This design comes from an exercise in tuning for small area on the open sky130 flow, not from production work.
The RTL was checked by simulation tests, not by an equivalence proof against the original design.
Power and IR drop assume default switching activity.

===== flow/design.v =====
module minible_transport (
    input  wire        clk,
    input  wire        rst,
    input  wire        req_valid,
    input  wire [31:0] req_word,
    output wire        req_ready,
    output reg         resp_valid,
    output reg  [2:0]  resp_kind,
    output wire [15:0] resp_type,
    output reg  [15:0] resp_len,
    input  wire        host_rd_en,
    input  wire        host_rd_buf,       
    input  wire [4:0]  host_rd_addr,
    output reg  [7:0]  host_rd_data,
    input  wire        host_wr_en,
    input  wire [4:0]  host_wr_addr,
    input  wire [7:0]  host_wr_data,
    input  wire        rx_valid,
    input  wire [7:0]  rx_byte,
    input  wire        rx_complete,
    input  wire        ghost_fire,
    input  wire        ghost_drop,
    input  wire [15:0] idle_rem,
    output wire        tx_valid,
    output wire [7:0]  tx_byte,
    input  wire        tx_ready,
    output wire [15:0] trstatus,
    output wire [7:0]  trfault,
    output wire [15:0] rx_landed_view,
    output wire [15:0] disp_type,
    output wire [15:0] disp_len,
    output wire [1:0]  disp_rmode
);
    localparam [1:0] RX_IDLE = 2'd0, RX_ACTIVE = 2'd1, RX_DPEND = 2'd2, RX_DONE = 2'd3;
    localparam [1:0] OP_NONE = 2'd0, OP_ACP = 2'd1, OP_WAIT = 2'd2;
    localparam [1:0] HS_IDLE = 2'd0, HS_ARMED = 2'd1, HS_REQ_SENT = 2'd2, HS_WAIT = 2'd3;
    localparam [2:0] K_DONE = 3'd0, K_NO_MSG = 3'd1, K_DISPATCHED = 3'd2, K_DROP_INVALID = 3'd3,
                     K_DROP_COMPLETED = 3'd4, K_DROP_OVERLEN = 3'd5, K_HS_MATCH = 3'd6;
    localparam [3:0] FLT_NONE = 4'd0, FLT_ILLEGAL = 4'd1, FLT_SEQUENCE = 4'd2, FLT_NOT_ARMED = 4'd3,
                     FLT_REM_RANGE = 4'd4, FLT_RX_OVERRUN = 4'd5, FLT_UNINIT = 4'd6,
                     FLT_TX_BUSY = 4'd7, FLT_BAD_TX = 4'd8;
    reg [255:0]   rxbuf_q, stage_q;
    reg [255:0]   txbuf_q;             
    reg [5:0]     rx_hwm_q;            
    reg [1:0]     rx_state_q;
    reg [5:0]     rx_landed_q;
    reg           done_flag_q, rx_ghost_q;
    reg           tx_busy_q;
    reg [4:0]     tx_sent_q;
    reg           tx_load_q;           
    reg           answered_q, armed_q;
    reg [1:0]     busy_op_q;
    reg [15:0]    wait_exp_q;
    reg           phase_q;             
    reg [15:0]    d_type_q;
    reg [4:0]     d_len_q;
    reg [1:0]     d_rmode_q;
    reg           d_rearm_q;
    reg [1:0]     hs_state_q;
    reg [3:0]     fault_q;
    reg [1:0]     rx_state;
    reg [5:0]     rx_landed;
    reg           done_flag, rx_ghost;
    reg           tx_busy;
    reg [4:0]     tx_sent;
    reg           tx_arm;
    reg           answered, armed;
    reg [1:0]     busy_op;
    reg           phase;
    reg           d_rearm;
    reg [1:0]     hs_state;
    reg [3:0]     fault;
    reg           flt;                 
    reg           rsp_v;
    reg [2:0]     rsp_k;
    reg           reply;               
    reg [4:0]     land_at;             
    wire [3:0]  opsel = req_word[3:0];
    wire [1:0]  mod   = req_word[9:8];
    wire [15:0] arg16 = req_word[31:16];
    wire        req_fire = req_valid && req_ready;
    reg         illegal;
    always @* begin
        illegal = 1'b0;
        if (opsel == 4'h0 || opsel[3]) illegal = 1'b1;
        if (req_word[7:4] != 4'd0 || req_word[15:10] != 6'd0) illegal = 1'b1;
        if ((opsel == 4'h1 || opsel == 4'h3 || opsel == 4'h4 || opsel == 4'h5 || opsel == 4'h6) && mod != 2'd0)
            illegal = 1'b1;
        if (opsel == 4'h2 && mod == 2'd3) illegal = 1'b1;
        if (opsel == 4'h7 && mod[1]) illegal = 1'b1;
        if (opsel == 4'h7 && !mod[0] && arg16 != 16'd0) illegal = 1'b1;
        if ((opsel == 4'h1 || opsel == 4'h2 || opsel == 4'h3 || opsel == 4'h4 || opsel == 4'h6) && arg16 != 16'd0)
            illegal = 1'b1;
    end
    wire [15:0] rx_type  = rxbuf_q[0*8 +: 16];
    wire [15:0] rx_len1  = rxbuf_q[2*8 +: 16];
    wire [15:0] rx_len2  = rxbuf_q[28*8 +: 16];
    wire [15:0] rx_vfld  = rxbuf_q[30*8 +: 16];
    wire ok_type  = rx_hwm_q[5:1] != 5'd0;    
    wire ok_len1  = rx_hwm_q[5:2] != 4'd0;    
    wire ok_valid = rx_hwm_q[5];
    wire        rd_fault = host_rd_en && !host_rd_buf && {1'b0, host_rd_addr} >= rx_hwm_q;
    wire        st_wr    = fault_q == FLT_NONE && !rd_fault && host_wr_en;
    wire [7:0]  b2 = stage_q[2*8 +: 8],  b3 = stage_q[3*8 +: 8];
    wire [7:0]  b28 = stage_q[28*8 +: 8], b29 = stage_q[29*8 +: 8];
    wire [7:0]  b30 = stage_q[30*8 +: 8], b31 = stage_q[31*8 +: 8];
    wire        w2  = st_wr && host_wr_addr == 5'd2,  w3  = st_wr && host_wr_addr == 5'd3;
    wire        w28 = st_wr && host_wr_addr == 5'd28, w29 = st_wr && host_wr_addr == 5'd29;
    wire        w30 = st_wr && host_wr_addr == 5'd30, w31 = st_wr && host_wr_addr == 5'd31;
    wire        wd_z  = host_wr_data == 8'd0;
    wire        wd_zh = host_wr_data[7:5] == 3'd0;
    wire [4:0]  l1 = w2  ? host_wr_data[4:0] : b2[4:0];
    wire [4:0]  l2 = w28 ? host_wr_data[4:0] : b28[4:0];
    wire        st_ok = (w3  ? wd_z  : b3 == 8'd0) && (w29 ? wd_z : b29 == 8'd0) &&
                        (w2  ? wd_zh : b2[7:5] == 3'd0) && (w28 ? wd_zh : b28[7:5] == 3'd0) &&
                        l1 == l2 && !(l1[4] && l1[3] && l1[2:0] != 3'd0) &&
                        !((w30 ? wd_z : b30 == 8'd0) && (w31 ? wd_z : b31 == 8'd0));
    wire        rx_act   = rx_state_q == RX_ACTIVE || rx_state_q == RX_DPEND;
    wire        rem_bad  = !rx_act && (idle_rem[15:6] != 10'd0 || (idle_rem[5] && idle_rem[4:0] != 5'd0));
    wire [5:0]  arrived  = rx_act ? rx_landed_q : 6'd32 - idle_rem[5:0];
    wire        fast_ok  = rx_len1 != 16'd0 && rx_len1[15:6] == 10'd0 && {1'b0, rx_len1[5:0]} + 7'd4 <= {1'b0, arrived};
    wire        case1    = arrived[5:2] != 4'd0 && !answered_q;
    wire        use_len2 = rx_len1 == 16'd0 || (req_fire && opsel == 4'h2 && !case1);
    wire [15:0] L        = use_len2 ? rx_len2 : rx_len1;
    wire        L_big    = L[15:5] != 11'd0 || (L[4] && L[3] && L[2:0] != 3'd0);         
    wire        arg_big  = arg16[15:5] != 11'd0 || (arg16[4] && arg16[3] && arg16[2:0] != 3'd0);
    reg deal, rearm, dropped, quiet;
    always @* begin
        rx_state = rx_state_q;  rx_landed = rx_landed_q;
        done_flag = done_flag_q;  rx_ghost = rx_ghost_q;
        tx_busy = tx_busy_q;  tx_sent = tx_sent_q;  tx_arm = 1'b0;
        answered = answered_q;  armed = armed_q;
        busy_op = busy_op_q;
        phase = phase_q;  d_rearm = d_rearm_q;
        hs_state = hs_state_q;  fault = fault_q;  flt = fault_q != FLT_NONE;
        rsp_v = 1'b0;  rsp_k = K_DONE;
        reply = 1'b0;  land_at = rx_landed_q[4:0];
        deal = 1'b0;  rearm = 1'b0;  dropped = 1'b0;  quiet = 1'b0;
        if (!flt) begin
            if (tx_busy && tx_ready) begin
                tx_sent = tx_sent + 5'd1;
                if (tx_sent_q == 5'd31) tx_busy = 1'b0;
            end
            if (rd_fault) begin flt = 1'b1;  fault = FLT_UNINIT; end
        end
        if (!flt) begin
            if (req_fire) begin
                if (illegal) begin
                    flt = 1'b1;  fault = FLT_ILLEGAL;
                end else begin
                    case (opsel)
                    4'h1: begin  
                        if (rx_state == RX_DPEND) rx_ghost = 1'b1;
                        rx_state = RX_ACTIVE;  rx_landed = 6'd0;  armed = 1'b1;
                        answered = 1'b0;
                        rsp_v = 1'b1;  rsp_k = K_DONE;
                    end
                    4'h2: begin  
                        if (phase) begin
                            flt = 1'b1;  fault = FLT_SEQUENCE;
                        end else if (!armed) begin
                            flt = 1'b1;  fault = FLT_NOT_ARMED;
                        end else if (rem_bad) begin
                            flt = 1'b1;  fault = FLT_REM_RANGE;
                        end else begin
                            if (case1) begin
                                if (done_flag) begin
                                    done_flag = 1'b0;
                                    rearm = 1'b1;
                                    if (!ok_len1) begin
                                        flt = 1'b1;  fault = FLT_UNINIT;
                                    end else if (rx_len1 != 16'd0) begin
                                        deal = 1'b1;
                                    end else if (!ok_valid) begin
                                        flt = 1'b1;  fault = FLT_UNINIT;
                                    end else if (rx_vfld != 16'd0) begin
                                        deal = 1'b1;
                                    end else begin
                                        dropped = 1'b1;
                                        rsp_k = K_DROP_INVALID;
                                        if (rx_state == RX_DPEND) rx_ghost = 1'b1;
                                        rx_state = RX_ACTIVE;  rx_landed = 6'd0;  armed = 1'b1;
                                        answered = 1'b0;
                                    end
                                end else begin
                                    if (!ok_len1) begin
                                        flt = 1'b1;  fault = FLT_UNINIT;
                                    end else if (fast_ok) begin
                                        answered = 1'b1;
                                        deal = 1'b1;
                                    end
                                end
                            end else begin
                                if (done_flag) begin
                                    done_flag = 1'b0;
                                    rearm = 1'b1;
                                    if (!answered) begin
                                        if (!ok_valid) begin flt = 1'b1;  fault = FLT_UNINIT; end
                                        else if (rx_vfld != 16'd0) begin
                                            deal = 1'b1;
                                        end
                                    end
                                    if (!flt) begin
                                        if (!deal) begin
                                            dropped = 1'b1;
                                            rsp_k = K_DROP_COMPLETED;
                                            if (rx_state == RX_DPEND) rx_ghost = 1'b1;
                                            rx_state = RX_ACTIVE;  rx_landed = 6'd0;  armed = 1'b1;
                                        end
                                        answered = 1'b0;
                                    end
                                end
                            end
                            if (!flt) begin
                                if (deal) begin
                                    if (L_big) begin
                                        rsp_k = K_DROP_OVERLEN;
                                    end else if (!ok_type) begin
                                        flt = 1'b1;  fault = FLT_UNINIT;
                                    end else begin
                                        phase = 1'b1;
                                        d_rearm = rearm;
                                        rsp_k = K_DISPATCHED;
                                    end
                                end else if (!dropped) begin
                                    rsp_k = K_NO_MSG;
                                end
                                if (!flt) rsp_v = 1'b1;
                            end
                        end
                    end
                    4'h3: begin  
                        if (tx_busy) begin
                            flt = 1'b1;  fault = FLT_TX_BUSY;
                        end else if (!st_ok) begin
                            flt = 1'b1;  fault = FLT_BAD_TX;
                        end else begin
                            tx_arm = 1'b1;
                            tx_busy = 1'b1;  tx_sent = 5'd0;
                            if (hs_state == HS_ARMED) hs_state = HS_REQ_SENT;
                            rsp_v = 1'b1;  rsp_k = K_DONE;
                        end
                    end
                    4'h4: begin  
                        busy_op = OP_ACP;
                    end
                    4'h5: begin  
                        if (!armed) begin
                            flt = 1'b1;  fault = FLT_NOT_ARMED;
                        end else begin
                            hs_state = HS_WAIT;
                            busy_op = OP_WAIT;
                        end
                    end
                    4'h6: begin  
                        if (rx_state == RX_DPEND) rx_ghost = 1'b1;
                        rx_state = RX_IDLE;
                        rsp_v = 1'b1;  rsp_k = K_DONE;
                    end
                    4'h7: begin  
                        if (!phase) begin
                            flt = 1'b1;  fault = FLT_SEQUENCE;
                        end else if (mod[0] && tx_busy) begin
                            flt = 1'b1;  fault = FLT_TX_BUSY;
                        end else if (mod[0] && arg_big) begin
                            flt = 1'b1;  fault = FLT_BAD_TX;
                        end else begin
                            if (d_rearm) begin
                                if (rx_state == RX_DPEND) rx_ghost = 1'b1;
                                rx_state = RX_ACTIVE;  rx_landed = 6'd0;  armed = 1'b1;
                                answered = 1'b0;
                            end
                            if (mod[0]) begin
                                reply = 1'b1;
                                tx_arm = 1'b1;
                                tx_busy = 1'b1;  tx_sent = 5'd0;
                            end
                            phase = 1'b0;
                            rsp_v = 1'b1;  rsp_k = K_DONE;
                        end
                    end
                    default: ;
                    endcase
                end
            end
            if (!flt && busy_op == OP_ACP) begin
                quiet = !(rx_state == RX_ACTIVE && rx_landed != 6'd0) && rx_state != RX_DPEND
                        && !rx_ghost && !tx_busy;
                if (quiet) begin
                    rx_state = RX_ACTIVE;  rx_landed = 6'd0;  armed = 1'b1;
                    done_flag = 1'b0;  answered = 1'b0;
                    busy_op = OP_NONE;
                    hs_state = HS_ARMED;
                    rsp_v = 1'b1;  rsp_k = K_DONE;
                end
            end
            if (!flt && busy_op == OP_WAIT && done_flag) begin
                done_flag = 1'b0;
                deal = 1'b0;
                if (!ok_len1) begin
                    flt = 1'b1;  fault = FLT_UNINIT;
                end else if (rx_len1 != 16'd0) begin
                    deal = 1'b1;
                end else if (!ok_valid) begin
                    flt = 1'b1;  fault = FLT_UNINIT;
                end else if (rx_vfld != 16'd0) begin
                    deal = 1'b1;
                end
                if (!flt) begin
                    if (!ok_type) begin
                        flt = 1'b1;  fault = FLT_UNINIT;
                    end else if (deal && !L_big && rx_type == wait_exp_q) begin
                        answered = 1'b0;
                        if (phase) d_rearm = 1'b1;
                        hs_state = HS_IDLE;
                        busy_op = OP_NONE;
                        rsp_v = 1'b1;  rsp_k = K_HS_MATCH;
                    end else begin
                        if (rx_state == RX_DPEND) rx_ghost = 1'b1;
                        rx_state = RX_ACTIVE;  rx_landed = 6'd0;  armed = 1'b1;
                        answered = 1'b0;
                    end
                end
            end
        end
        land_at = rx_landed[4:0];
        if (!flt && rx_valid) begin
            if (rx_state == RX_ACTIVE) begin
                rx_landed = rx_landed + 6'd1;
                if (rx_landed == 6'd32) rx_state = RX_DPEND;
            end else begin
                flt = 1'b1;  fault = FLT_RX_OVERRUN;
            end
        end
        if (!flt && rx_complete && rx_state == RX_DPEND) begin
            done_flag = 1'b1;
            rx_state = RX_DONE;
        end
        if (!flt && rx_ghost) begin
            if (ghost_fire) begin
                done_flag = 1'b1;  rx_ghost = 1'b0;
            end else if (ghost_drop) begin
                rx_ghost = 1'b0;
            end
        end
        if (flt) rsp_v = 1'b0;
    end
    wire [7:0] fd_type0 = reply ? d_type_q[7:0]  : host_wr_data;
    wire [7:0] fd_type1 = reply ? d_type_q[15:8] : host_wr_data;
    wire [7:0] fd_zero  = reply ? 8'h00 : host_wr_data;
    wire [7:0] fd_len   = reply ? {3'd0, arg16[4:0]} : host_wr_data;
    wire [7:0] fd_one   = reply ? 8'h01 : host_wr_data;
    wire [7:0] wlo, llo;                
    wire [3:0] whi, lhi;
    genvar gi;
    generate
        for (gi = 0; gi < 8; gi = gi + 1) begin : g_wpre
            assign wlo[gi] = host_wr_addr[2:0] != gi;
            assign llo[gi] = land_at[2:0] != gi;
        end
        for (gi = 0; gi < 4; gi = gi + 1) begin : g_wpre4
            assign whi[gi] = !st_wr || host_wr_addr[4:3] != gi;
            assign lhi[gi] = !rx_valid || land_at[4:3] != gi;
        end
        for (gi = 0; gi < 32; gi = gi + 1) begin : g_buf
            wire host_hit, land_hit;
            mt_nor2 u_wh (.a(whi[gi/8]), .b(wlo[gi%8]), .y(host_hit));
            mt_nor2 u_lh (.a(lhi[gi/8]), .b(llo[gi%8]), .y(land_hit));
            wire       fld = gi < 4 || gi >= 28;
            wire [7:0] st_d = gi == 0 ? fd_type0 : gi == 1 ? fd_type1 :
                              gi == 2 || gi == 28 ? fd_len :
                              gi == 30 ? fd_one : fld ? fd_zero : host_wr_data;
            always @(posedge clk) begin
                if (host_hit || (fld && reply))
                    stage_q[gi*8 +: 8] <= st_d;
                if (tx_load_q && gi != 3 && gi != 28 && gi != 29)
                    txbuf_q[gi*8 +: 8] <= gi == 2 ? {3'd0, stage_q[gi*8 +: 5]} : stage_q[gi*8 +: 8];
                if (land_hit)
                    rxbuf_q[gi*8 +: 8] <= rx_byte;
            end
        end
    endgenerate
    wire [63:0] rsel;                   
    wire [31:0] tsel;                   
    wire [7:0] rhi, rlo, tlo;           
    wire [3:0] thi;
    genvar si;
    generate
        for (si = 0; si < 8; si = si + 1) begin : g_pre
            assign rhi[si] = {host_rd_buf, host_rd_addr[4:3]} != si;
            assign rlo[si] = host_rd_addr[2:0] != si;
            assign tlo[si] = tx_sent_q[2:0] != si;
        end
        for (si = 0; si < 4; si = si + 1) begin : g_pre4
            assign thi[si] = tx_load_q || tx_sent_q[4:3] != si;
        end
        for (si = 0; si < 64; si = si + 1) begin : g_rsel
            mt_nor2 u_r (.a(rhi[si/8]), .b(rlo[si%8]), .y(rsel[si]));
        end
        for (si = 0; si < 32; si = si + 1) begin : g_tsel
            mt_nor2 u_t (.a(thi[si/8]), .b(tlo[si%8]), .y(tsel[si]));
        end
    endgenerate
    wire [511:0] rdat = {stage_q, rxbuf_q};
    wire [7:0]   rd_mux, tx_mux;
    wire [27:0] tsel_full = {tsel[31:30], tsel[27:4], tsel[1:0]};
    wire        tsel_len  = tsel[2] || tsel[28];
    genvar bi;
    generate
        for (bi = 0; bi < 8; bi = bi + 1) begin : g_rdbit
            wire [63:0] d;
            wire [27:0] t;
            for (si = 0; si < 64; si = si + 1) begin : g_d
                assign d[si] = rdat[si*8 + bi];
            end
            for (si = 0; si < 28; si = si + 1) begin : g_t
                assign t[si] = txbuf_q[(si < 2 ? si : si < 26 ? si + 2 : si + 4)*8 + bi];
            end
            mt_sel64 u_rd (.s(rsel), .d(d), .y(rd_mux[bi]));
            if (bi < 5) begin : g_len
                mt_sel30 u_tx (.s({tx_load_q, tsel_len, tsel_full}), .d({stage_q[bi], txbuf_q[2*8 + bi], t}), .y(tx_mux[bi]));
            end else begin : g_nolen
                mt_sel29 u_tx (.s({tx_load_q, tsel_full}), .d({stage_q[bi], t}), .y(tx_mux[bi]));
            end
        end
    endgenerate
    always @(posedge clk) begin
        if (busy_op_q != OP_WAIT) wait_exp_q <= arg16;
        if (!phase_q) begin
            d_type_q  <= rx_type;
            d_len_q   <= L[4:0];
            d_rmode_q <= mod;
        end
        host_rd_data <= rd_mux;
        resp_kind <= rsp_k;
        resp_len  <= L;
        if (rst) begin
            rx_hwm_q <= 6'd0;
            rx_state_q <= RX_IDLE;
            rx_landed_q <= 6'd0;
            done_flag_q <= 1'b0;
            rx_ghost_q <= 1'b0;
            tx_busy_q <= 1'b0;
            tx_sent_q <= 5'd0;
            tx_load_q <= 1'b0;
            answered_q <= 1'b0;
            armed_q <= 1'b0;
            busy_op_q <= OP_NONE;
            phase_q <= 1'b0;
            d_rearm_q <= 1'b0;
            hs_state_q <= HS_IDLE;
            fault_q <= FLT_NONE;
            resp_valid <= 1'b0;
        end else begin
            if (rx_valid && {1'b0, land_at} == rx_hwm_q) rx_hwm_q <= rx_hwm_q + 6'd1;
            rx_state_q <= rx_state;
            rx_landed_q <= rx_landed;
            done_flag_q <= done_flag;
            rx_ghost_q <= rx_ghost;
            tx_busy_q <= tx_busy;
            tx_sent_q <= tx_sent;
            tx_load_q <= tx_arm;
            answered_q <= answered;
            armed_q <= armed;
            busy_op_q <= busy_op;
            phase_q <= phase;
            d_rearm_q <= d_rearm;
            hs_state_q <= hs_state;
            fault_q <= fault;
            resp_valid <= rsp_v;
        end
    end
    assign req_ready = (busy_op_q == OP_NONE) && (fault_q == FLT_NONE);
    assign tx_valid  = tx_busy_q && (fault_q == FLT_NONE);
    assign tx_byte   = tx_mux;
    assign resp_type = resp_kind[2] ? wait_exp_q : d_type_q;
    assign trstatus = {2'b00,
                       fault_q != FLT_NONE,
                       armed_q,
                       busy_op_q,
                       hs_state_q,
                       tx_busy_q,
                       phase_q && d_rearm_q,
                       phase_q,
                       answered_q,
                       rx_ghost_q,
                       done_flag_q,
                       rx_state_q};
    assign trfault        = {4'd0, fault_q};
    assign rx_landed_view = {10'd0, rx_landed_q};
    assign disp_type      = d_type_q;
    assign disp_len       = {11'd0, d_len_q};
    assign disp_rmode     = d_rmode_q;
endmodule
module mt_sel64 (
    input  wire [63:0] s,
    input  wire [63:0] d,
    output wire        y
);
    wire [21:0] n;                      
    genvar k;
    generate
        for (k = 0; k < 21; k = k + 1) begin : g_a
            mt_aoi222 u (.a0(s[3*k]), .b0(d[3*k]), .a1(s[3*k+1]), .b1(d[3*k+1]),
                         .a2(s[3*k+2]), .b2(d[3*k+2]), .y(n[k]));
        end
    endgenerate
    mt_nand2 u_last (.a(s[63]), .b(d[63]), .y(n[21]));
    wire [5:0] p;                       
    mt_nand4 u_p0 (.a(n[0]),  .b(n[1]),  .c(n[2]),  .d(n[3]),  .y(p[0]));
    mt_nand4 u_p1 (.a(n[4]),  .b(n[5]),  .c(n[6]),  .d(n[7]),  .y(p[1]));
    mt_nand4 u_p2 (.a(n[8]),  .b(n[9]),  .c(n[10]), .d(n[11]), .y(p[2]));
    mt_nand4 u_p3 (.a(n[12]), .b(n[13]), .c(n[14]), .d(n[15]), .y(p[3]));
    mt_nand4 u_p4 (.a(n[16]), .b(n[17]), .c(n[18]), .d(n[19]), .y(p[4]));
    mt_nand2 u_p5 (.a(n[20]), .b(n[21]), .y(p[5]));
    wire [1:0] q;
    mt_nor3 u_q0 (.a(p[0]), .b(p[1]), .c(p[2]), .y(q[0]));
    mt_nor3 u_q1 (.a(p[3]), .b(p[4]), .c(p[5]), .y(q[1]));
    mt_nand2 u_y (.a(q[0]), .b(q[1]), .y(y));
endmodule
module mt_sel30 (
    input  wire [29:0] s,
    input  wire [29:0] d,
    output wire        y
);
    wire [9:0] n;
    genvar k;
    generate
        for (k = 0; k < 10; k = k + 1) begin : g_a
            mt_aoi222 u (.a0(s[3*k]), .b0(d[3*k]), .a1(s[3*k+1]), .b1(d[3*k+1]),
                         .a2(s[3*k+2]), .b2(d[3*k+2]), .y(n[k]));
        end
    endgenerate
    wire [2:0] p;
    mt_nand4 u_p0 (.a(n[0]), .b(n[1]), .c(n[2]), .d(n[3]), .y(p[0]));
    mt_nand4 u_p1 (.a(n[4]), .b(n[5]), .c(n[6]), .d(n[7]), .y(p[1]));
    mt_nand2 u_p2 (.a(n[8]), .b(n[9]), .y(p[2]));
    mt_or3   u_y  (.a(p[0]), .b(p[1]), .c(p[2]), .y(y));
endmodule
module mt_sel29 (
    input  wire [28:0] s,
    input  wire [28:0] d,
    output wire        y
);
    wire [9:0] n;
    genvar k;
    generate
        for (k = 0; k < 9; k = k + 1) begin : g_a
            mt_aoi222 u (.a0(s[3*k]), .b0(d[3*k]), .a1(s[3*k+1]), .b1(d[3*k+1]),
                         .a2(s[3*k+2]), .b2(d[3*k+2]), .y(n[k]));
        end
    endgenerate
    mt_aoi22 u_last (.a0(s[27]), .b0(d[27]), .a1(s[28]), .b1(d[28]), .y(n[9]));
    wire [2:0] p;
    mt_nand4 u_p0 (.a(n[0]), .b(n[1]), .c(n[2]), .d(n[3]), .y(p[0]));
    mt_nand4 u_p1 (.a(n[4]), .b(n[5]), .c(n[6]), .d(n[7]), .y(p[1]));
    mt_nand2 u_p2 (.a(n[8]), .b(n[9]), .y(p[2]));
    mt_or3   u_y  (.a(p[0]), .b(p[1]), .c(p[2]), .y(y));
endmodule
module mt_aoi222 (input wire a0, b0, a1, b1, a2, b2, output wire y);
    assign y = ~((a0 & b0) | (a1 & b1) | (a2 & b2));
endmodule
module mt_aoi22 (input wire a0, b0, a1, b1, output wire y);
    assign y = ~((a0 & b0) | (a1 & b1));
endmodule
module mt_nand2 (input wire a, b, output wire y);
    assign y = ~(a & b);
endmodule
module mt_nand3 (input wire a, b, c, output wire y);
    assign y = ~(a & b & c);
endmodule
module mt_nand4 (input wire a, b, c, d, output wire y);
    assign y = ~(a & b & c & d);
endmodule
module mt_nor3 (input wire a, b, c, output wire y);
    assign y = ~(a | b | c);
endmodule
module mt_or3 (input wire a, b, c, output wire y);
    assign y = a | b | c;
endmodule
module mt_nor2 (input wire a, b, output wire y);
    assign y = ~(a | b);
endmodule

===== flow/flow/run.sh =====
#!/bin/bash
# The standard layout (standard.sh, unchanged synthesis) with two changes:
# - ports buffered with buf_1 instead of the default delay buffer,
# - clock tree from clkbuf_4 leaf clusters of up to 10 sinks and no dummy loads.
# ORFS writes each step's full log under orfs/logs/; make's output goes to standard.log.
set -euo pipefail
export BUFFER_PORTS_ARGS="-buffer_cell sky130_fd_sc_hd__buf_1"
export CTS_ARGS="-sink_clustering_enable -repair_clock_nets -dont_use_dummy_load -buf_list {sky130_fd_sc_hd__clkbuf_4} -sink_clustering_size 10 -sink_clustering_max_diameter 40"
bash standard.sh > standard.log 2>&1

===== flow/standard.sh =====
#!/bin/bash
# synth_recipe.tcl (not shown) runs the flow's synth.tcl, then flattens the netlist and writes it again
# the make line also repeats each setting of config.mk as NAME=value (left out here)
make -C /OpenROAD-flow-scripts/flow DESIGN_CONFIG=/design/flow/config.mk WORK_HOME=/design/flow/orfs CLKGATE_MAP_FILE= SYNTH_SCRIPT=/design/flow/synth_recipe.tcl "${@:-finish}"

===== flow/config.mk =====
export PLATFORM = sky130hd
export DESIGN_NAME = minible_transport
export DESIGN_NICKNAME = minible_transport
export VERILOG_FILES = /design/flow/design.v
export SDC_FILE = /design/flow/constraint.sdc
export NUM_CORES = 4
export LEC_CHECK = 0
export CAP_MARGIN = 20
export CORE_MARGIN = 2
export CORE_UTILIZATION = 65
export SLEW_MARGIN = 20
export SYNTH_HIERARCHICAL = 1

===== flow/constraint.sdc =====
create_clock -name core_clock -period 10.0 [get_ports {clk}]
set_input_delay 2.0000 -clock core_clock [delete_from_list [all_inputs] [get_ports {clk}]]
set_output_delay 2.0000 -clock core_clock [all_outputs]
set_load 0.01 [all_outputs]

==> run notes, run 1 <==
* WL final at approximately 100,000 µm
* Starting Density at 65.8%
* Net Sw Power at around 0.0015 W
* Cells on Worst Hold Path at 0
* Cell leakage power at 11.4 nW
* Post-Layout Inst Area at 0.0361 mm²
* Flop2flop setup slack at around 4.6 ns
* Num CTS Buffers at approximately 110
* Ports at around 210
* Fill count at about 3,400
* Initial antenna violation count at 4
* Reg area at between 0.02 and 0.025 mm²
* Startpoint Class: input port
* CP cell instances: buf_1 -> nor4_1 -> nand3_1 -> o41ai_1 -> and4_1 -> a21o_1 -> and3_1 -> o21ai_1 -> o211a_1 -> o21ai_1 -> inv_1 -> ha_1 -> ha_1 -> nand3b_1 -> nor4_2 -> nand4_1 -> a31oi_1
* Mapped Cells at between 2,000 and 2,500
* Clock latency on the worst-skew pair at 0.92 ns
* # nets final at between 2,000 and 3,000
* CTS clock-pin slew for the worst setup and hold paths at around 0.10 ns
* Hold EP: txbuf_q[209]
* Worst slew pin tran at 1.16 ns
* DR pass1 iterations at 11
* Buffers plus inverters on the worst setup path at 2
* CP peak stage delay at a little over 0.9 ns
* Layout cell share with drive strength beyond 1 at about a tenth
* Hold Path Class: reg2reg
* Gr ovfl total at 0
* Cts hold-fix bufs at 0
* Crit path max fanout at 12
* Final HPWL from detailed placement at around 72,000 µm
* Reg2Reg Capture Point: rxbuf_q[123]
* Worst Reg-to-Reg Cells at 13
* Die ar. at about 0.054 mm²
* Multi-input logic area at roughly 0.0086 mm²
* Fin. Hold Viols at 0
* CORE AREA at 0.0513 mm²
* Clock Path Buffers at 3
* CTS tree: yes
* Reg2Reg Launch Point: fault_q[0]
* F_max at roughly 0.15 GHz
* Vias in the first global route at 21,706
* # rows at between 80 and 90
* Fin crit share at between 60% and 70%
* First-pass GRT wire length at 144,000 µm
* Area growth syn-to-layout at 7.00%
* CTS resizes at 0
* Dpl cell area at 0.0352 mm²
* Largest net degree at the start of global routing at between 150 and 200
* Yosys cell types at between 90 and 100
* Setup TNS at 0 ns
* Peak supply drop at ~160 µV
* Hold path start: stage_q[209]
* Number of max-cap violations at 0
* Pins Over Slew Limit at 0
* Clock power share at between 20% and 30%
* Sw frac at 24.6%
* Status: timing/DRC/antenna clean
* Final Wtd Congestion at between 1 and 1.5
* Post-Syn Area at about 0.034 mm²
* Drt drc at 0
* Crit path capture type: flip-flop
* Ys async rst share at 0%
* Sequential fraction of the synthesis area at about three quarters
* Slew headroom at between 20% and 30%
* Worst Path Class, Setup: in2reg
* Largest delay share family, worst path: simple AND/OR/NAND/NOR gates
* CTS H-tree depth at 3
* Final Non-Filler Cells at 3,137
* WL per Instance at roughly 32 µm
* Final Skew at roughly 0.14 ns
* Warning count from the yosys run at 7
* Grt peak-use layer: met2
* Die W at 232 µm
* Routed vias at between 20,000 and 25,000
* Prevailing post-synth register cell: edfxtp_1
* Die Y at around 230 µm
* Req. time, crit path at 10.75 ns
* Clock tree sinks at around 840
* Slowest cell on crit path: nor4_1
* P_int at roughly 0.0045 W
* Comb power frac at roughly 9.2%
* Post-CTS Setup Bufs at 0
* Setup repair after global routing missed its margin: no
* Initial drt markers at approximately 4,500
* Register bit total from synthesis at ~840
* GRT met2 Usage at 61.1%
* Crit path time final at about 6.7 ns
* Root Driver: clkbuf_4
* Critical path arrival at approximately 7.5 ns
* # port buffers at 185
* ANT nets after route at 0
* Number of flops mapped to enable cells by yosys at 780
* Pwr per Cell Area at 167 mW/mm²
* GR Layer Usage met1 at 49.4%
* Met3 usage at 7.16%
* Global Route Usage Sum at between 30% and 40%
* Placed Instances at 3,022
* Seq pwr share at 65.1%
* Final setup viols at 0
* Via-per-instance ratio at 7.34
* Post-Syn Area per Cell at about 16 µm²
-- Yosys stat by module (local to each module, per instance), excerpt --
module | cells inside | area, µm²
mt_nand2 | 1 | 3.75
mt_nor3 | 1 | 10.0
mt_or3 | 1 | 6.26
minible_transport | 1651 | 30000
mt_nor2 | 1 | 3.75
mt_aoi22 | 1 | 12.5
mt_aoi222 | 1 | 10.0
mt_nand4 | 1 | 6.26
-- layout by cell type, fill, tap and decap left out, types with 10 or more instances in the layout --
master and instances:
edfxtp_1 780, a222oi_1 245, nor2_1 228, buf_1 185
nand2_1 117, clkbuf_4 111, nand4_1 70, dfxtp_1 62
inv_1 45, mux2_2 37, nand3_1 36, a21oi_1 36
nor4_1 31, ha_1 31, buf_4 29, nor3_1 27
o21ai_0 27, conb_1 27, xor2_1 23, nand2b_1 22
a21o_1 19, or3_1 17, and2_1 17, xnor2_1 17
nor3_2 17, a31oi_1 14, nand3b_1 12, and3_1 10
mux2i_1 10
-- cells by family after synthesis --
family | count (synthesis) | synth area share (%)
compound gates | 439 | 11.6
xor+xnor | 40 | 1.04
fa+ha+maj | 31 | 1.15
buf+inv | 114 | 1.65
flops | 843 | 73.2
mux | 48 | 1.57
other cells | 1 | 0.0111
simple gates | 653 | 9.85
-- cell usage after synthesis, types with 4 or more instances --
cell type / number / share of area, %
a211oi_1: 6 / 0.13
a21o_1: 19 / 0.42
a21oi_1: 36 / 0.53
a222oi_1: 245 / 7.3
a22o_1: 5 / 0.13
a22oi_1: 4 / 0.089
a31oi_1: 14 / 0.26
a41oi_1: 4 / 0.10
and2_1: 17 / 0.32
and3_1: 10 / 0.19
and4_1: 4 / 0.10
buf_2: 4 / 0.059
buf_4: 33 / 0.73
clkbuf_1: 29 / 0.32
dfxtp_1: 63 / 3.7
edfxtp_1: 780 / 69
ha_1: 31 / 1.1
inv_1: 45 / 0.50
mux2_2: 37 / 1.2
mux2i_1: 10 / 0.30
nand2_1: 117 / 1.3
nand2b_1: 22 / 0.41
nand3_1: 36 / 0.53
nand3b_1: 12 / 0.27
nand4_1: 70 / 1.3
nor2_1: 228 / 2.5
nor2b_1: 9 / 0.17
nor3_1: 27 / 0.40
nor3_2: 17 / 0.50
nor3b_1: 4 / 0.089
nor4_1: 31 / 0.57
o21a_1: 7 / 0.16
o21ai_0: 27 / 0.40
o21ai_1: 4 / 0.059
o221ai_1: 5 / 0.13
o22ai_1: 5 / 0.093
o311ai_0: 5 / 0.13
o31a_1: 4 / 0.10
o31ai_1: 4 / 0.089
or2_2: 6 / 0.11
or3_1: 17 / 0.32
or3b_2: 4 / 0.10
xnor2_1: 17 / 0.44
xor2_1: 23 / 0.60
-- power by group through the flow --
stage / clock network, W / registers, W / logic, W
global placement: 0 / 0.00400 / 0.000531
finish: 0.00154 / 0.00392 / 0.000557
floorplan: 0 / 0.00399 / 0.000309
detailed placement: 0 / 0.00400 / 0.000537
CTS: 0.00155 / 0.00392 / 0.000539
global route: 0.00169 / 0.00392 / 0.000586
-- layer usage --
metal,up-vias,wire (µm)
met4,0,6030
li1,9558,-
met3,344,12300
met1,11168,34900
met5,-,0
met2,1944,48200
-- sequential cells by signal, indices dropped and copies added (netlist names), 6 cells and up --
name / flops
txbuf_q: 229
d_type_q: 16
wait_exp_q: 16
host_rd_data: 8
resp_len: 16
rx_hwm_q: 6
rxbuf_q: 256
stage_q: 256
rx_landed_q: 6
-- worst max-delay path by stage --
stage	end	from	cells past startpoint	slack, ns
4_1_cts	done_flag_q	req_word[21]	17	3.49
6_report	done_flag_q	req_word[21]	17	3.26
2_1_floorplan	tx_byte[0]	tx_load_q	5	0.70
3_3_place_gp	done_flag_q	req_word[21]	17	2.77
5_1_grt	done_flag_q	req_word[21]	17	3.03
3_5_place_dp	done_flag_q	req_word[21]	17	2.63
-- final cells by class --
class | count | share of cell area (%)
diodes | 4 | 0.0277
clock buffers | 111 | 2.31
inverters | 46 | 0.478
multi-input cells | 1238 | 23.9
flip-flops and latches | 843 | 68.4
well taps | 680 | 2.36
repair buffers | 215 | 2.58
-- per-stage QoR --
stage               setup slack [ns]  power [W]  util, %  hold WS, ns
finish                          3.26    0.00602     70.4        0.440
detailed placement              2.63    0.00454     68.7        0.433
CTS                             3.49    0.00601     70.3        0.437
floorplan                      0.698    0.00430        -        0.425
global route                    3.03    0.00619     70.4        0.448
global placement                2.77    0.00453     68.7        0.430
==> run 2, diff against run 1 <==
--- a/flow/config.mk
+++ b/flow/config.mk
@@ -7,6 +7,6 @@
 export LEC_CHECK = 0
 export CAP_MARGIN = 20
 export CORE_MARGIN = 2
-export CORE_UTILIZATION = 65
+export CORE_UTILIZATION = 55
 export SLEW_MARGIN = 20
 export SYNTH_HIERARCHICAL = 1
==> run notes, run 2 <==
* CTS H-tree depth at 3 (unchanged)
* Post-Syn Area per Cell at 15.6 µm² (unchanged)
* Post-synthesis xor/xnor area fraction at 1.04% (unchanged)
* GR Layer Usage met1 at 44.3% (-5.1 points)
* Cts hold-fix bufs at 0 (unchanged)
* CORE AREA at 0.0605 mm² (+18%)
* Setup repair after global routing missed its margin: no
* Initial drt markers at 3,991 (-10%)
* Reg2Reg Capture Point: done_flag_q
* Post-Synth Simple-Gate Area at 9.85% (unchanged)
* Pwr per Cell Area at 167 mW/mm² (about the same)
* Num CTS Buffers at 114 (+2.7%)
* Met3 usage at 4.46% (-2.7 points)
* Hold Path Class: reg2reg
* Synth top area cells: edfxtp_1 69%, a222oi_1 7.3%, dfxtp_1 3.7%, nor2_1 2.5%, nand2_1 1.3%
* Layout cell share with drive strength beyond 1 at 9.76% (+0.22 points)
* Crit path max fanout at 12 (unchanged)
* # nets final at 2,577 (+0.23%)
* Clock latency on the worst-skew pair at 0.91 ns (about the same)
* Slowest cell on crit path: nor4_1
* Post-CTS Setup Bufs at 0 (unchanged)
* Warning count from the yosys run at 7 (unchanged)
* Status: timing/DRC/antenna clean
* CP Launch Point: req_word[25]
* GRT met2 Usage at 56.3% (-4.8 points)
* Via-per-instance ratio at 6.96 (-5.1%)
* F_max at 0.150 GHz (+1.3%)
* Worst slew pin tran at 1.09 ns (-0.0704 ns)
* Root Driver: clkbuf_4
* Number of flops mapped to enable cells by yosys at 780 (unchanged)
* Cell leakage power at 11.5 nW (+0.22%)
* Hold path start: stage_q[148]
* CP cell instances: buf_1 -> nor4_1 -> nand3_1 -> o41ai_1 -> and4_1 -> a21o_1 -> and3_1 -> o21ai_1 -> o211a_1 -> o21ai_1 -> inv_1 -> ha_1 -> ha_1 -> nand3b_1 -> nor4_2 -> nand4_1 -> a31oi_1
* Global Route Usage Sum at 33.4% (-4.4 points)
* Startpoint Class: input port
* First-pass GRT wire length at 151,000 µm (+4.5%)
* Worst Reg-to-Reg Cells at 19 (+6)
* Flop2flop setup slack at 4.72 ns (+0.12 ns)
* Post-Syn Area at 0.0337 mm² (unchanged)
* Slew headroom at 27.1% (+4.8 points)
* Clock Path Buffers at 3 (unchanged)
* Final setup viols at 0 (unchanged)
* Final Skew at 0.138 ns (-0.00421 ns)
* Synth Area in Adders at 1.15% (unchanged)
* Number of max-cap violations at 0 (unchanged)
* Clock tree sinks at 843 (unchanged)
* Yosys cell types at 94 (unchanged)
* Req. time, crit path at 10.73 ns (-0.02 ns)
* Sequential fraction of the synthesis area at 73.2% (unchanged)
* Largest net degree at the start of global routing at 91 (-52%)
* Largest family of logic cells by synthesized area: compound AO/OA/AOI/OAI gates
* Cell taking the most area after synthesis: edfxtp_1
* Ports at 213 (unchanged)
* Starting Density at 55.8% (-10 points)
* Mux cell area share after synthesis at 1.57% (unchanged)
* Die W at 252 µm (+8.6%)
* Final HPWL from detailed placement at 76,600 µm (+6.0%)
* Crit path capture type: flip-flop
* Mapped Cells at 2,169 (unchanged)
* Dpl cell area at 0.0354 mm² (+0.39%)
* Drt drc at 0 (unchanged)
* Crit path time final at 6.65 ns (-0.0892 ns)
* Register bit total from synthesis at 843 (unchanged)
* Reg2Reg Launch Point: tx_sent_q[0]
* Pins Over Slew Limit at 0 (unchanged)
* Post-Layout Inst Area at 0.0363 mm² (+0.45%)
* CTS resizes at 0 (unchanged)
* Count leader, synth: edfxtp_1
* DR pass1 iterations at 9 (-2)
* Fin crit share at 66.5% (-0.89 points)
* Die Y at 252 µm (+8.6%)
* Gr ovfl total at 0 (unchanged)
* Initial antenna violation count at 3 (-1)
* Critical path arrival at 7.38 ns (-0.11 ns)
* Area growth syn-to-layout at 7.48%
* WL per Instance at 32.9 µm (+1.8%)
* Prevailing post-synth register cell: edfxtp_1
* CP peak stage delay at 0.75 ns (-0.17 ns)
* ANT nets after route at 0 (unchanged)
* Biggest regs: rxbuf_q x256, stage_q x256, txbuf_q x229
* Crit path to: done_flag_q
* Most common cell after layout, fill and taps aside: edfxtp_1
* Routed vias at 22,583 (-1.9%)
* Complex-gate fraction of the synthesized area at 11.6% (unchanged)
* Synth top area share at 69.4% (unchanged)
* Worst Path Class, Setup: in2reg
* WL final at 107,000 µm (+5.2%)
* Ys async rst share at 0% (unchanged)
* Setup TNS at 0 ns (unchanged)
* # port buffers at 185 (unchanged)
* Die ar. at 0.0633 mm² (+18%)
* Most frequent cells in the layout: 780 x edfxtp_1, 245 x a222oi_1, 228 x nor2_1
* CTS clock-pin slew for the worst setup and hold paths at 0.10 ns (about the same)
* Peak supply drop at 112 µV (-29%)
* Grt peak-use layer: met2
* Final Wtd Congestion at 0.958 (-6.5%)
* Fin. Hold Viols at 0 (unchanged)
* CTS tree: yes
* Vias in the first global route at 21,861 (+0.71%)
* Cells on Worst Hold Path at 0 (unchanged)
* Top cells by count, synth: 780 x edfxtp_1, 245 x a222oi_1, 228 x nor2_1
* # rows at 90 (+8.4%)
[run 2: cell counts after synthesis]
No cell type changed its count.
[run 2: worst min-delay path by stage]
| stage | endpoint |
|---|---|
| CTS | txbuf_q[147] |
| global placement | txbuf_q[194] |
| finish | txbuf_q[148] |
| detailed placement | txbuf_q[216] |
| global route | txbuf_q[100] |
| floorplan | txbuf_q[104] |
[run 2: stage by stage]
step           setup slack, ns  hold slack [ns]  util [%]  power (W)  instances
3_3_place_gp              2.84            0.427      58.5    0.00455       3127
3_5_place_dp              2.66            0.433      58.5    0.00455       3127
2_1_floorplan            0.698            0.425         -    0.00430       2195
6_report                  3.35            0.421      60.0    0.00605       3244
4_1_cts                   3.51            0.404      59.9    0.00606       3241
5_1_grt                   3.11            0.432      60.0    0.00625       3243
[run 2: worst max-delay path: cells and delay by family]
family | cells | cell delay, ns
fa+ha+maj | 2 | 0.55
compound gates | 6 | 1.89
buf+inv | 2 | 0.27
simple gates | 7 | 2.66
[run 2: final cells by class]
cell class | count | area (µm²)
fill | 4697 | 24200
antenna | 3 | 7.51
tap | 782 | 978
timing repair buffer | 218 | 946
inverter | 46 | 173
clock buffer | 114 | 856
multi-input combinational | 1238 | 8610
sequential | 843 | 24700
[run 2: cell families after synthesis]
family	count (synthesis)
and+or+nand+nor	653
xor gates and xnor gates	40
other	1
muxes	48
AOI/OAI and AO/OA	439
DFF	843
adders and majority gates	31
buffers and inverters	114
[run 2: per-module statistics from Yosys (local to each module, per instance), excerpt]
module             copies in the design  flip-flops and latches  area [µm²]  cells
mt_or3                                8                       0        6.26      1
mt_nand2                             32                       0        3.75      1
mt_nand4                             56                       0        6.26      1
mt_aoi22                              3                       0        12.5      1
minible_transport                     1                     843       30000   1651
mt_nor3                              16                       0        10.0      1
mt_nor2                             158                       0        3.75      1
mt_aoi222                           245                       0        10.0      1
[run 2: layer usage]
layer / vias to the layer above / wire length [µm]
met2: 1425 / 52800
met1: 11341 / 40500
li1: 9590 / -
met5: - / 0
met3: 227 / 9320
met4: 0 / 4230
[run 2: report_power, final]
group	total, W	leakage [nW]	internal [W]	switching, W
clock	0.00156	0.525	0.000518	0.00104
combinational	0.000564	3.35	0.000159	0.000405
sequential	0.00392	7.60	0.00387	0.0000490
==> run 3, diff against run 2 <==
==> flow/flow/run.sh (replaced) <==
#!/bin/bash
# The standard layout (standard.sh, unchanged synthesis) with these changes:
# - ports buffered with buf_1 instead of the default delay buffer,
# - clock tree from clkbuf_4 leaf clusters of up to 10 sinks and no dummy loads,
# - the constant outputs share synthesis's single tie cell (no per-load tie copies).
# ORFS writes each step's full log under orfs/logs/; make's output goes to standard.log.
set -euo pipefail
export BUFFER_PORTS_ARGS="-buffer_cell sky130_fd_sc_hd__buf_1"
export CTS_ARGS="-sink_clustering_enable -repair_clock_nets -dont_use_dummy_load -buf_list {sky130_fd_sc_hd__clkbuf_4} -sink_clustering_size 10 -sink_clustering_max_diameter 40"
export SKIP_REPAIR_TIE_FANOUT=1
bash standard.sh > standard.log 2>&1
--- a/flow/config.mk
+++ b/flow/config.mk
@@ -7,6 +7,6 @@
 export LEC_CHECK = 0
 export CAP_MARGIN = 20
 export CORE_MARGIN = 2
-export CORE_UTILIZATION = 55
+export CORE_UTILIZATION = 65
 export SLEW_MARGIN = 20
 export SYNTH_HIERARCHICAL = 1
==> run notes, run 3 <==
* Status: timing/DRC/antenna clean
* Global Route Usage Sum at 37.3% (+3.9 points)
* Root Driver: clkbuf_4
* Crit path capture type: flip-flop
* Post-Syn Area per Cell at 15.6 µm² (unchanged)
* CTS clock-pin slew for the worst setup and hold paths at 0.10 ns (about the same)
* CORE AREA at 0.0513 mm² (-15%)
* DR pass1 iterations at 8 (-1)
* Req. time, crit path at 10.83 ns (+0.10 ns)
* WL final at 99,800 µm (-6.6%)
* Buffers plus inverters on the worst setup path at 2 (unchanged)
* Gr ovfl total at 0 (unchanged)
* Seq pwr share at 65.5% (+0.7 points)
* Crit path max fanout at 12 (unchanged)
* Synth top area cells: edfxtp_1 69%, a222oi_1 7.3%, dfxtp_1 3.7%, nor2_1 2.5%, nand2_1 1.3%
* Peak supply drop at 120 µV (+7.2%)
* Fill count at 3,506 (-25%)
* Synth top area share at 69.4% (unchanged)
* WL per Instance at 32.1 µm (-2.6%)
* Top cells by count, synth: 780 x edfxtp_1, 245 x a222oi_1, 228 x nor2_1
* CTS H-tree depth at 3 (unchanged)
* Starting Density at 65.8% (+10 points)
* Num CTS Buffers at 108 (-5.3%)
* Net Sw Power at 0.00146 W (-2.9%)
* Slew headroom at 26.7% (-0.37 points)
* Die ar. at 0.0537 mm² (-15%)
* Fin. Hold Viols at 0 (unchanged)
* Pins Over Slew Limit at 0 (unchanged)
* Biggest regs: rxbuf_q x256, stage_q x256, txbuf_q x229
* Fin crit share at 64.9% (-1.6 points)
* Yosys cell types at 94 (unchanged)
* Cell taking the most area after synthesis: edfxtp_1
* Clock Path Buffers at 3 (unchanged)
* Setup TNS at 0 ns (unchanged)
* Sequential fraction of the synthesis area at 73.2% (unchanged)
* Multi-input logic area at 0.00851 mm² (-1.2%)
* Cts hold-fix bufs at 0 (unchanged)
* CTS resizes at 0 (unchanged)
* Cell leakage power at 11.3 nW (-1.1%)
* ANT nets after route at 0 (unchanged)
* Worst Path Class, Setup: in2reg
* Reg area at 0.0247 mm² (unchanged)
* Crit path time final at 6.49 ns (-0.157 ns)
* Layout cell share with drive strength beyond 1 at 9.57% (-0.19 points)
* # rows at 83 (-7.8%)
* Most common cell after layout, fill and taps aside: edfxtp_1
* CP cell instances: buf_1 -> nor4_1 -> nand3_1 -> o41ai_1 -> and4_1 -> a21o_1 -> and3_1 -> o21ai_1 -> o211a_1 -> o21ai_1 -> inv_1 -> ha_1 -> ha_1 -> nand3b_1 -> nor4_2 -> nand4_1 -> a31oi_1
* Count leader, synth: edfxtp_1
* Final Skew at 0.0977 ns (-0.0403 ns)
* Worst slew pin tran at 1.10 ns (+0.00862 ns)
* Die W at 232 µm (-7.9%)
* P_int at 0.00452 W (-0.59%)
* Ys async rst share at 0% (unchanged)
* # port buffers at 185 (unchanged)
* Initial drt markers at 5,122 (+28%)
* Critical path arrival at 7.32 ns (-0.06 ns)
* First-pass GRT wire length at 142,000 µm (-5.7%)
* Setup repair after global routing missed its margin: no
* CTS tree: yes
* Initial antenna violation count at 5 (+2)
* Final setup viols at 0 (unchanged)
* Register bit total from synthesis at 843 (unchanged)
* Pwr per Cell Area at 166 mW/mm² (-0.33%)
* Post-CTS Setup Bufs at 0 (unchanged)
* Clock tree sinks at 843 (unchanged)
* Routed vias at 22,722 (+0.62%)
* # nets final at 2,542 (-1.4%)
* Prevailing post-synth register cell: edfxtp_1
* Comb power frac at 9.3% (about the same)
* CP peak stage delay at 0.82 ns (+0.07 ns)
* Sw frac at 24.3% (-0.43 points)
* Mapped Cells at 2,169 (unchanged)
* Ports at 213 (unchanged)
* Drt drc at 0 (unchanged)
* Clock latency on the worst-skew pair at 0.91 ns (about the same)
* Final HPWL from detailed placement at 71,300 µm (-7.0%)
* F_max at 0.154 GHz (+2.4%)
* Final Wtd Congestion at 0.975 (+1.8%)
* Vias in the first global route at 21,530 (-1.5%)
* Largest delay share family, worst path: simple AND/OR/NAND/NOR gates
* Number of max-cap violations at 0 (unchanged)
* Hold Path Class: reg2reg
* Warning count from the yosys run at 7 (unchanged)
* Clock power share at 25.2% (-0.6 points)
* Die Y at 232 µm (-7.9%)
* Startpoint Class: input port
* WHS at 0.405 ns (-0.0155 ns)
* Area growth syn-to-layout at 6.59%
* Via-per-instance ratio at 7.31 (+5.0%)
* Most frequent cells in the layout: 780 x edfxtp_1, 245 x a222oi_1, 228 x nor2_1
* Largest net degree at the start of global routing at 87 (-4.4%)
* Post-Syn Area at 0.0337 mm² (unchanged)
* Number of flops mapped to enable cells by yosys at 780 (unchanged)
* Slowest cell on crit path: nor4_1
## run 3: cell counts after synthesis
Identical to the previous run, type by type.
## run 3: per-layer routing
layer / routed length, µm / vias up / global-route usage, %
met4: 5480 / 0 / 17.2
met5: 0 / - / 0
met1: 34100 / 10919 / 48.9
met3: 12300 / 329 / 7.43
met2: 47800 / 1940 / 60.7
li1: - / 9534 / -
## run 3: path summary, 6_finish.rpt
| kind | startpoint | end | slack (ns) | depth (start not counted) |
|---|---|---|---|---|
| setup / recovery | req_word[21] | done_flag_q | 3.51 | 17 |
| hold / removal | stage_q[195] | txbuf_q[195] | 0.41 | 0 |
| setup reg to reg | fault_q[0] | rxbuf_q[187] | 4.83 | 13 |
| hold reg to reg | stage_q[195] | txbuf_q[195] | 0.41 | 0 |
## run 3: cell families after synthesis
group                      count (synthesis)  synth area share [%]
DFF                                      843                  73.2
and+or+nand+nor                          653                  9.85
AOI/OAI and AO/OA                        439                  11.6
buffers and inverters                    114                  1.65
muxes                                     48                  1.57
xor gates and xnor gates                  40                  1.04
adders and majority gates                 31                  1.15
other                                      1                0.0111
## run 3: final cells by class
| type | count | area share (%) |
|---|---|---|
| sequential | 843 | 68.6 |
| timing repair buffer | 215 | 2.56 |
| multi-input combinational | 1212 | 23.7 |
| tap | 680 | 2.37 |
| clock buffer | 108 | 2.25 |
| inverter | 46 | 0.480 |
| antenna | 5 | 0.0348 |
## run 3: power by group through the flow
| stage | Clock, W | Combinational [W] | Sequential (W) |
|---|---|---|---|
| 5_1_grt | 0.00167 | 0.000586 | 0.00392 |
| 4_1_cts | 0.00153 | 0.000539 | 0.00391 |
| 6_report | 0.00151 | 0.000554 | 0.00392 |
| 3_3_place_gp | 0 | 0.000529 | 0.00399 |
| 3_5_place_dp | 0 | 0.000537 | 0.00400 |
| 2_1_floorplan | 0 | 0.000309 | 0.00399 |
## run 3: modules after synthesis, one instance, submodules excluded, excerpt
module	flip-flops and latches	area, µm²	cells	times used
mt_nor2	0	3.75	1	158
mt_nand4	0	6.26	1	56
minible_transport	843	30000	1651	1
mt_aoi22	0	12.5	1	3
mt_nor3	0	10.0	1	16
mt_or3	0	6.26	1	8
mt_aoi222	0	10.0	1	245
mt_nand2	0	3.75	1	32
## run 3: through the flow
stage / area, µm² / utilization [%] / total power, W / setup WS (ns) / std cells
floorplan: 33700 / - / 0.00430 / 0.698 / 2169
global placement: 35100 / 68.5 / 0.00452 / 2.97 / 2996
detailed placement: 35100 / 68.5 / 0.00453 / 2.79 / 2996
CTS: 35900 / 70.1 / 0.00598 / 3.74 / 3104
global route: 36000 / 70.1 / 0.00617 / 3.17 / 3106
finish: 36000 / 70.1 / 0.00598 / 3.51 / 3109
## run 3: worst reg2reg max path, stage by stage (launching register included)
cell       delay (ns)
dfxtp_1          0.39
nor4_4           0.49
nand3_1          0.54
nor4_1           0.48
a41oi_1          0.27
o2111ai_1        0.26
nor2_1           0.13
nand2_1          0.35
o211ai_2         0.29
a21oi_1          0.45
ha_1             0.30
ha_1             0.16
inv_1            0.11
nor2_1           0.61

-- re-timing with driven ports --
The results above use ideal ports. As a check the final layouts listed here were re-extracted and re-timed, cells and wires unchanged.
Step 1 sets driving cells, clkbuf_16 on the clock port and buf_2 on the other inputs (assumed; they add their load-dependent delay and slew).
Step 2 adds t to the input delays and takes it off the output delays; t is the mean of the earliest and latest rising clock arrival at the registers after step 1. Input paths then give back, and output paths get back, about the clock's delay inside the block.
a / b / c = ideal ports / drivers / drivers and shift; a / b = the first two.
run	t, ns	setup WS [ns]	hold WS [ns]	slew at the worst register clock pin (ns)
run 1	0.912	3.261 / 3.301 / 2.389	0.440 / 0.440 / 0.440	0.11 / 0.11
run 2	0.900	3.350 / 3.387 / 2.487	0.421 / 0.421 / 0.421	0.11 / 0.11
run 3	0.920	3.507 / 3.545 / 2.624	0.405 / 0.405 / 0.405	0.12 / 0.12
After both steps every run listed still meets setup and hold. For run 3, which loses most, drivers alone change the setup slack by +0.038 ns; drivers and shift together by -0.883 ns.
